Source: an optimization exercise on an open RTL-to-GDS flow (aim: small area, a short achievable clock period and few clock cycles per item). Production flows keep margins and buffers that such runs may drop.
Where RTL was checked, it was by simulation tests only, not by an equivalence proof against the original.
Power and IR drop assume default switching activity.

==> run Z: inputs <==
Design bitcrush_core, start of the top module:
module bitcrush_core (
    input  wire        clk,
    input  wire        rst,
    input  wire        cmd_valid,
    output reg         cmd_ready,
    input  wire [31:0] cmd_data,
    output reg         rsp_valid,
    output wire [31:0] rsp_data
);
==> flow/config.mk <==
export PLATFORM = sky130hd
export DESIGN_NAME = bitcrush_core
export DESIGN_NICKNAME = bitcrush_core
export VERILOG_FILES = /design/flow/design.v
export SDC_FILE = /design/flow/constraint.sdc
export NUM_CORES = 4
export LEC_CHECK = 0
export ABC_AREA = 1
export CAP_MARGIN = 20
export CORE_MARGIN = 2
export CORE_UTILIZATION = 40
export SLEW_MARGIN = 20
export SYNTH_MEMORY_MAX_BITS = 8192
==> flow/constraint.sdc <==
create_clock -name core_clock -period 12.0 [get_ports {clk}]
set_input_delay 2.4000 -clock core_clock [delete_from_list [all_inputs] [get_ports {clk}]]
set_output_delay 2.4000 -clock core_clock [all_outputs]
set_load 0.01 [all_outputs]
standard.sh (not shown) runs the stock make flow with config.mk's settings and CLKGATE_MAP_FILE= SYNTH_SCRIPT=/design/flow/synth_recipe.tcl, a recipe that flattens the netlist after the stock synthesis.
==> flow/flow/run.sh <==
#!/bin/bash
set -euo pipefail
bash standard.sh SETUP_SLACK_MARGIN=6.5 finish > standard.log 2>&1
==> inputs of run A, as changes to run Z <==
--- a/flow/design.v
+++ b/flow/design.v
@@ -576,13 +576,13 @@
     wire [9:0]  gain_new  = data[15] ? 10'd0 : (data > 16'd512) ? 10'd512 : data[9:0];
     wire [4:0]  fm1_d;
     bitcrush_factor_rom u_from (.drive(drive_r), .fm1(fm1_d));
     wire [15:0] m_cur;
     bitcrush_levels_rom u_rom (.drive(drive_r), .lvl_m(m_cur));
     reg         v1, v2, v3, v5;
-    reg  [1:0]  k1, k2, k3;
+    reg  [1:0]  k1, k2, k3, k5;
     reg  [5:0]  p1, p2, p3;
     reg  [1:0]  i1, i2, i3;
     reg         gs1;          
     reg  [17:0] a1;
     reg  [2:0]  b10, b11;     
     reg  [15:0] u2;
@@ -593,21 +593,21 @@
     reg  [15:0] m2;           
     reg  [15:0] r3, x3, m3;
     reg  [17:0] t3;           
     reg         n3, z3;
     reg  [15:0] val5;         
     reg         n5, z5;
+    reg  [9:0]  gp5;          
     reg  [3:0]  rsp_hi;
     reg  [15:0] rsp_lo;
     assign rsp_data = {rsp_hi, 12'd0, rsp_lo};
     wire done1 = v1 && (k1 != K_SAMP || i1 == 2'd3);
     wire done2 = v2 && (k2 != K_SAMP || i2 == 2'd3);
     wire done3 = v3 && (k3 != K_SAMP || i3 == 2'd3);
-    wire xf3   = done3 && (k3 == K_SAMP) && ((p3 == 6'd0) || ((p3 == 6'd1) && !v5));
-    wire pop3c = v3 && (k3 != K_SAMP) && (p3 == 6'd0) && !v5;
-    wire take3 = !v3 || xf3 || pop3c;
+    wire xf3   = done3 && ((p3 == 6'd0) || ((p3 == 6'd1) && !v5));
+    wire take3 = !v3 || xf3;
     wire xf2   = done2 && take3;
     wire take2 = !v2 || xf2;
     wire xf1   = done1 && take2;
     wire take1 = !v1 || xf1;
     wire blk     = is_samp && dpend;
     wire consume = in_v && !blk && (!need_rec || take1);
@@ -618,13 +618,13 @@
     wire h1 = v1 && !v2 && !v3 && !v5;
     wire d3 = h3 && (p3 != 6'd0);
     wire d2 = h2 && (p2 != 6'd0);
     wire d1 = h1 && (p1 != 6'd0);
     wire df = !any_rec && (rep_front != 6'd0);
     wire emit_rep = d1 | d2 | d3 | df;
-    wire emit     = emit_rep | v5 | pop3c;
+    wire emit     = emit_rep | v5;
     wire       acc_in   = cmd_valid && cmd_ready;
     wire       dirty_c  = is_sg ? 1'b1 : need_job ? 1'b0 : dirty;
     wire       pj_cons  = dirty_c || (is_samp ? (latch ? (fm1_r == 5'd0) : ({1'b0, cnt} + 6'd1 >= {1'b0, fm1_r}))
                                                : latch);
     wire       pred_job = dpend || (consume ? pj_cons : (dirty || latch));
     wire       dirty_nx = consume ? dirty_c : dirty;
@@ -790,29 +790,33 @@
         end else if (v3 && !done3) begin
             r3 <= r3n;
             x3 <= x3n;
             i3 <= i3 + 2'd1;
         end
         if (xf3) begin
-            val5 <= x3n;
-            n5   <= n3;
-            z5   <= z3;
+            k5 <= k3;
+            if (k3 == K_SAMP) begin
+                val5 <= x3n;
+                n5   <= n3;
+                z5   <= z3;
+            end
+            gp5 <= m3[9:0];
         end
         if (load1)   p1 <= rep_front - {5'd0, df};
         else if (d1) p1 <= p1 - 6'd1;
         if (xf1)     p2 <= p1 - {5'd0, d1};
         else if (d2) p2 <= p2 - 6'd1;
         if (xf2)     p3 <= p2 - {5'd0, d2};
         else if (d3) p3 <= p3 - 6'd1;
         if (emit) begin
-            if (!pop3c) begin
+            if (emit_rep || k5 == K_SAMP) begin
                 rsp_hi <= 4'b0001;
                 rsp_lo <= vfin;
             end else begin
-                case (k3)
-                    K_GET:   begin rsp_hi <= 4'b0010; rsp_lo <= {6'd0, m3[9:0]}; end
+                case (k5)
+                    K_GET:   begin rsp_hi <= 4'b0010; rsp_lo <= {6'd0, gp5}; end
                     K_ACK:   begin rsp_hi <= 4'b0000; rsp_lo <= 16'd0; end
                     default: begin rsp_hi <= 4'b1111; rsp_lo <= 16'd0; end
                 endcase
             end
         end
         if (rst) begin
@@ -833,13 +837,13 @@
             z5        <= 1'b1;
         end else begin
             in_v      <= in_v_nx;
             cmd_ready <= rdy_nx;
             v1 <= v1_nx;
             v2 <= xf1 || (v2 && !xf2);
-            v3 <= xf2 || (v3 && !xf3 && !pop3c);
+            v3 <= xf2 || (v3 && !xf3);
             v5 <= xf3;
             rsp_valid <= emit;
             rep_front <= load1 ? 6'd0 :
                          rep_front + {5'd0, consume && !need_rec} - {5'd0, df};
             out_cnt   <= acc_in ? out_em1 : out_em;
         end
==> flow/flow/run.sh (replaced) <==
#!/bin/bash
set -euo pipefail
bash standard.sh SETUP_SLACK_MARGIN=7.5 finish > standard.log 2>&1
Settings changed: TNS_END_PERCENT from default to 10.
==> comparison table <==
Result of the run: run Z finished clean; run A finished clean
Core Area: run Z 75700 um^2; run A 77100 um^2
Count of routing violations after the opening detailed-route iteration: run Z 2583; run A 2483
Leakage power of the design: run Z 0.0153 uW; run A 0.0164 uW
Global-route wire length before repair: run Z 159000 um; run A 166000 um
Destination of the worst register-to-register timing path: run Z r3[13]$_DFFE_PP_; run A x3[9]$_DFFE_PP_
Maximum number of pins on one net before global-route repair: run Z 69; run A 70
Internal: run Z 4210 uW; run A 5180 uW
Die width: run Z 280 um; run A 282 um
Actual transition at the worst max-transition pin: run Z 1.11 ns; run A 1.02 ns
Final standard cell utilization of the core: run Z 44.3%; run A 47.9%
Clock insertion delay at the later pin of the skew report: run Z 0.60 ns; run A 0.59 ns
Post-layout net count: run Z 4492; run A 4708
Number of placed cells counting well taps: run Z 5009; run A 5131
Instance count of the mapped netlist: run Z 4061; run A 4123
Switching portion of total power: run Z 48.3%; run A 47.5%
Number of sinks handled by clock tree synthesis: run Z 326; run A 338
Multiplexer area fraction after synthesis: run Z 0.0984%; run A 0.0970%
Antenna violations before repair: run Z 0; run A 1
Non-filler instance count after layout: run Z 5092; run A 5371
Fraction of power consumed by sequential logic: run Z 20.9%; run A 18.4%
Cells resized by post-CTS repair: run Z 5; run A 101
Worst IR drop on VDD: run Z 0.000169 V; run A 0.000192 V
Synthesized-area fraction occupied by and/or/nand/nor cells: run Z 20.3%; run A 20.0%
Compound-Gate Fraction of Synth Area: run Z 18.4%; run A 18.3%
Uppermost routed layer: run Z met4; run A met5
Testbench counts of run Z, summed over its fixed seeds: cycles 10,149, items 6,288.
Testbench counts of run A, summed over its fixed seeds: cycles 10,121, items 6,288.

---

==> run a: inputs <==
bitcrush_core, a different RTL version from the one above (not shown whole).
clock: 12.0 ns
lec_check: 0
cap_margin: 20
core_margin: 2
core_utilization: 40
slew_margin: 20
synth_memory_max_bits: 8192
run.sh (not shown) runs the stock make flow with config.mk's settings and CLKGATE_MAP_FILE= SYNTH_SCRIPT=/design/flow/synth_recipe.tcl, a recipe that flattens the netlist after the stock synthesis.
Stock flow here: none of the scripts above is used.
==> inputs of run b, as changes to run a <==
--- a/flow/design.v
+++ b/flow/design.v
@@ -283,14 +283,15 @@
     reg  [9:0]  gain_r;
     reg  [4:0]  fm1_r;        
     reg  [15:0] m_cur;        
     reg  [15:0] held_s;       
     reg  [15:0] held_m;       
     reg  [4:0]  cnt;
     reg         dirty;        
+    reg         dpend;        
     reg  [5:0]  rep_front;
     reg  [6:0]  out_cnt;
     wire [15:0] data   = in_dat;
     wire        dz     = (data == 16'd0);
     wire        is_samp = in_rz && (in_op == 4'h1);
     wire        is_sd   = in_rz && (in_op == 4'h2);
     wire        is_sg   = in_rz && (in_op == 4'h3);
@@ -301,18 +302,19 @@
     wire        need_job = is_samp && (latch || dirty);
     wire        need_rec = !is_samp || need_job;
     wire [1:0]  rec_kind = is_samp ? K_SAMP :
                            (is_gd || is_gg) ? K_GET :
                            (is_nop || is_sd || is_sg) ? K_ACK : K_ILL;
     wire [8:0]  drive_new = data[15] ? 9'd0  : (data > 16'd256) ? 9'd256  : data[8:0];
     wire [9:0]  gain_new  = data[15] ? 10'd0 : (data > 16'd512) ? 10'd512 : data[9:0];
-    wire [17:0] dsq       = drive_new * drive_new;
+    wire [17:0] dsq       = drive_r * drive_r;
     wire [22:0] dsq31     = {dsq, 5'd0} - {5'd0, dsq};
-    wire [15:0] lvl_new;
-    bitcrush_levels_rom u_rom (.drive(drive_new), .lvl_m(lvl_new));
+    wire [4:0]  fm1_d     = dsq31[20:16];
+    wire [15:0] lvl_d;
+    bitcrush_levels_rom u_rom (.drive(drive_r), .lvl_m(lvl_d));
     reg         v1, v2, v3, v4, v5;
     reg  [1:0]  k1, k2, k3, k4, k5;
     reg  [5:0]  p1, p2, p3, p4, p5;
     reg  [1:0]  i1, i2, i3, i4;
     reg  [15:0] s1;
     reg         sp1;
     reg  [15:0] m1;
@@ -324,15 +326,16 @@
     reg         gp2;
     reg  [18:0] a2;
     reg  [15:0] m2;
     reg  [15:0] r3, x3, m3;
     reg         n3, z3;
     reg  [15:0] r4, x4, m4;
     reg         n4, z4;
-    reg  [15:0] val5;
+    reg  [15:0] val5;         
+    reg         n5, z5;
     reg  [15:0] cur_v;
     reg  [3:0]  rsp_hi;
     reg  [15:0] rsp_lo;
     assign rsp_data = {rsp_hi, 12'd0, rsp_lo};
     wire done1 = v1 && (k1 != K_SAMP || i1 == 2'd3);
     wire done2 = v2 && (k2 != K_SAMP || i2 == 2'd3);
     wire done3 = v3 && (k3 != K_SAMP || i3 == 2'd3);
@@ -343,16 +346,17 @@
     wire take4 = !v4 || xf4;
     wire xf3   = done3 && take4;
     wire take3 = !v3 || xf3;
     wire xf2   = done2 && take3;
     wire take2 = !v2 || xf2;
     wire xf1   = done1 && take2;
     wire take1 = !v1 || xf1;
-    wire consume = in_v && (!need_rec || take1);
-    wire load1   = in_v && need_rec && take1;
+    wire blk     = is_samp && dpend;
+    wire consume = in_v && !blk && (!need_rec || take1);
+    wire load1   = in_v && !blk && need_rec && take1;
     wire any_rec = v1 | v2 | v3 | v4 | v5;
     wire h5 = v5;
     wire h4 = v4 && !v5;
     wire h3 = v3 && !v4 && !v5;
     wire h2 = v2 && !v3 && !v4 && !v5;
     wire h1 = v1 && !v2 && !v3 && !v4 && !v5;
     wire d5 = h5 && (p5 != 6'd0);
@@ -360,22 +364,27 @@
     wire d3 = h3 && (p3 != 6'd0);
     wire d2 = h2 && (p2 != 6'd0);
     wire d1 = h1 && (p1 != 6'd0);
     wire df = !any_rec && (rep_front != 6'd0);
     wire emit_rep = d1 | d2 | d3 | d4 | d5 | df;
     wire emit     = emit_rep | pop5;
     wire       acc_in   = cmd_valid && cmd_ready;
-    wire [4:0] cnt_nx   = (consume && is_samp) ? (latch ? 5'd0 : cnt + 5'd1) : cnt;
-    wire [4:0] fm1_nx   = (consume && is_sd) ? dsq31[20:16] : fm1_r;
-    wire       dirty_nx = (consume && is_sg) ? 1'b1 : (consume && need_job) ? 1'b0 : dirty;
-    wire       pred_job = (cnt_nx >= fm1_nx) || dirty_nx;
+    wire       dirty_c  = is_sg ? 1'b1 : need_job ? 1'b0 : dirty;
+    wire       pj_cons  = dirty_c || (is_samp ? (latch ? (fm1_d == 5'd0) : ({1'b0, cnt} + 6'd1 >= {1'b0, fm1_d}))
+                                               : (cnt >= fm1_d));
+    wire       pj_stay  = dirty || (cnt >= fm1_d);
+    wire       pred_job = consume ? pj_cons : pj_stay;
+    wire       dirty_nx = consume ? dirty_c : dirty;
+    wire       dpend_nx = consume && is_sd;
     wire       in_samp  = (cmd_data[31:16] == 16'h1000);
     wire       in_v_nx  = acc_in || (in_v && !consume);
-    wire       nrec_nx  = acc_in ? (!in_samp || pred_job) : need_rec;
+    wire       samp_nx  = acc_in ? in_samp : is_samp;
+    wire       nrec_nx  = acc_in ? (!in_samp || pred_job) : (need_rec || dpend);
     wire       v1_nx    = load1 || (v1 && !xf1);
+    wire       ok_nx    = !(samp_nx && dpend_nx) && (!nrec_nx || !v1_nx);
     wire [6:0] out_nx   = out_cnt + {6'd0, acc_in} - {6'd0, emit};
     function [2:0] booth;    
         input [2:0] b;
         case (b)
             3'b000, 3'b111: booth = 3'b000;
             3'b001, 3'b010: booth = 3'b001;
             3'b011:         booth = 3'b010;
@@ -422,20 +431,20 @@
     wire [16:0] r41 = {r41i, x4[14]};
     wire [16:0] d41 = r41 - {1'b0, m4};
     wire        q41 = !d41[16];
     wire [15:0] r4n = q41 ? d41[15:0] : r41[15:0];
     wire [15:0] x4n = {x4[13:0], q40, q41};
     reg  [15:0] vfin;
     always @(*) begin
-        if (z4)
+        if (z5)
             vfin = 16'd0;
-        else if (!n4)
-            vfin = x4n[15] ? 16'h7FFF : x4n;
+        else if (!n5)
+            vfin = val5[15] ? 16'h7FFF : val5;
         else
-            vfin = (x4n[15] || (&x4n[14:0])) ? 16'h8000 : ~x4n;
+            vfin = (val5[15] || (&val5[14:0])) ? 16'h8000 : ~val5;
     end
     always @(posedge clk) begin
         if (acc_in) begin
             in_op  <= cmd_data[31:28];
             in_rz  <= (cmd_data[27:16] == 12'd0);
             in_dat <= cmd_data[15:0];
         end
@@ -445,23 +454,23 @@
                     cnt    <= 5'd0;
                     held_s <= data;
                     held_m <= m_cur;
                 end else begin
                     cnt    <= cnt + 5'd1;
                 end
             end
-            if (is_sd) begin
+            if (is_sd)
                 drive_r <= drive_new;
-                fm1_r   <= dsq31[20:16];
-                m_cur   <= lvl_new;
-            end
             if (is_sg)
                 gain_r <= gain_new;
         end
         dirty <= dirty_nx;
+        dpend <= dpend_nx;
+        fm1_r <= fm1_d;
+        m_cur <= lvl_d;
         if (load1) begin
             s1  <= (is_samp && latch) ? data : held_s;
             sp1 <= 1'b0;
             m1  <= is_samp ? (latch ? m_cur : held_m) : (is_gd ? {7'd0, drive_r} : {6'd0, gain_r});
             g1  <= gain_r;
             a1  <= 18'd0;
             i1  <= 2'd0;
@@ -510,15 +519,17 @@
             k4 <= k3;
         end else if (v4 && !done4) begin
             r4 <= r4n;
             x4 <= x4n;
             i4 <= i4 + 2'd1;
         end
         if (xf4) begin
-            val5 <= (k4 == K_SAMP) ? vfin : m4;
+            val5 <= (k4 == K_SAMP) ? x4n : m4;
+            n5   <= n4;
+            z5   <= z4;
             k5   <= k4;
         end
         if (load1)   p1 <= rep_front - {5'd0, df};
         else if (d1) p1 <= p1 - 6'd1;
         if (xf1)     p2 <= p1 - {5'd0, d1};
         else if (d2) p2 <= p2 - 6'd1;
         if (xf2)     p3 <= p2 - {5'd0, d2};
@@ -529,23 +540,23 @@
         else if (d5) p5 <= p5 - 6'd1;
         if (emit) begin
             if (emit_rep) begin
                 rsp_hi <= 4'b0001;
                 rsp_lo <= cur_v;
             end else begin
                 case (k5)
-                    K_SAMP:  begin rsp_hi <= 4'b0001; rsp_lo <= val5;  end
+                    K_SAMP:  begin rsp_hi <= 4'b0001; rsp_lo <= vfin;  end
                     K_GET:   begin rsp_hi <= 4'b0010; rsp_lo <= val5;  end
                     K_ACK:   begin rsp_hi <= 4'b0000; rsp_lo <= 16'd0; end
                     default: begin rsp_hi <= 4'b1111; rsp_lo <= 16'd0; end
                 endcase
             end
         end
         if (pop5 && k5 == K_SAMP)
-            cur_v <= val5;
+            cur_v <= vfin;
         if (rst) begin
             in_v      <= 1'b0;
             cmd_ready <= 1'b0;
             v1 <= 1'b0; v2 <= 1'b0; v3 <= 1'b0; v4 <= 1'b0; v5 <= 1'b0;
             rsp_valid <= 1'b0;
             rep_front <= 6'd0;
             out_cnt   <= 7'd0;
@@ -553,18 +564,19 @@
             gain_r    <= 10'd256;
             fm1_r     <= 5'd7;
             m_cur     <= 16'd4869;
             held_s    <= 16'd0;
             held_m    <= 16'd1;
             cnt       <= 5'd0;
             dirty     <= 1'b0;
+            dpend     <= 1'b0;
             cur_v     <= 16'd0;
         end else begin
             in_v      <= in_v_nx;
-            cmd_ready <= (!in_v_nx || !nrec_nx || !v1_nx) && (out_nx <= 7'd60);
+            cmd_ready <= (!in_v_nx || ok_nx) && (out_cnt <= 7'd58);
             v1 <= v1_nx;
             v2 <= xf1 || (v2 && !xf2);
             v3 <= xf2 || (v3 && !xf3);
             v4 <= xf3 || (v4 && !xf4);
             v5 <= xf4 || (v5 && !pop5);
             rsp_valid <= emit;
             rep_front <= load1 ? 6'd0 :
--- a/flow/config.mk
+++ b/flow/config.mk
@@ -4,9 +4,10 @@
 export VERILOG_FILES = /design/flow/design.v
 export SDC_FILE = /design/flow/constraint.sdc
 export NUM_CORES = 4
 export LEC_CHECK = 0
 export CAP_MARGIN = 20
 export CORE_MARGIN = 2
 export CORE_UTILIZATION = 40
+export SETUP_SLACK_MARGIN = 5
 export SLEW_MARGIN = 20
 export SYNTH_MEMORY_MAX_BITS = 8192
==> qor summary <==
                                                                                           run b        run a
Effective utilization at floorplan                                                        0.4019       0.4046
Avg Cell Area, Syn                                                                     8.567 um2    8.471 um2
Number of instances in the synthesized netlist                                              4203         4234
Multi-input combinational gate total                                                        3274         3321
RSZ-0062 raised after global routing                                                        true        false
Run status                                                              timing/DRC/antenna clean  timing/DRC/antenna clean
Final core occ                                                                            0.4521       0.4464
Crit path required time                                                                 12.54 ns     12.53 ns
Via count of the first global-routing pass                                                 29662        30584
Antenna cells                                                                                  0            1
Worst-case vdd ir drop                                                               0.0001192 V  0.0001273 V
Inverters                                                                                    261          262
Final Cycle Share                                                                         0.6266       0.8302
Area fraction of the dominant cell type after synthesis                                   0.2510       0.2503
Final std cell area, no fill                                                           40510 um2    39570 um2
Clock transition time at the flip-flop clock pins of the worst setup and hold paths      0.07 ns      0.08 ns
No run of this note included a check of the RTL's function; only the layout flow was run.

==> port drivers added, routing unchanged <==
Ports are ideal in the flow. The routed layouts listed here were re-timed in OpenROAD. Step 1 assumes that a clkbuf_16 drives the clock port and a buf_2 every other input. Step 2 also shifts input and output timing later by t, the mid clock arrival at the registers, as if the neighbouring blocks saw the same clock. a / b / c = ideal / step 1 / step 2; a / b = the first two.
| run | t, ns | setup WS [ns] | worst slew at a driven data input, ns |
|---|---|---|---|
| run Z of note 1 | 0.645 | 6.795 / 6.795 / 6.795 | 0.09 |
| run A of note 1 | 0.630 | 7.413 / 7.413 / 6.917 | 0.08 |
| run a of note 2 | 0.668 | 2.038 / 2.038 / 2.038 | 0.10 |
| run b of note 2 | 0.666 | 4.481 / 4.481 / 4.481 | 0.08 |
After both steps setup and hold are still met in every run listed. For run A of note 1, which loses most, drivers alone change the setup slack by 0.000 ns; drivers and shift together by -0.496 ns.
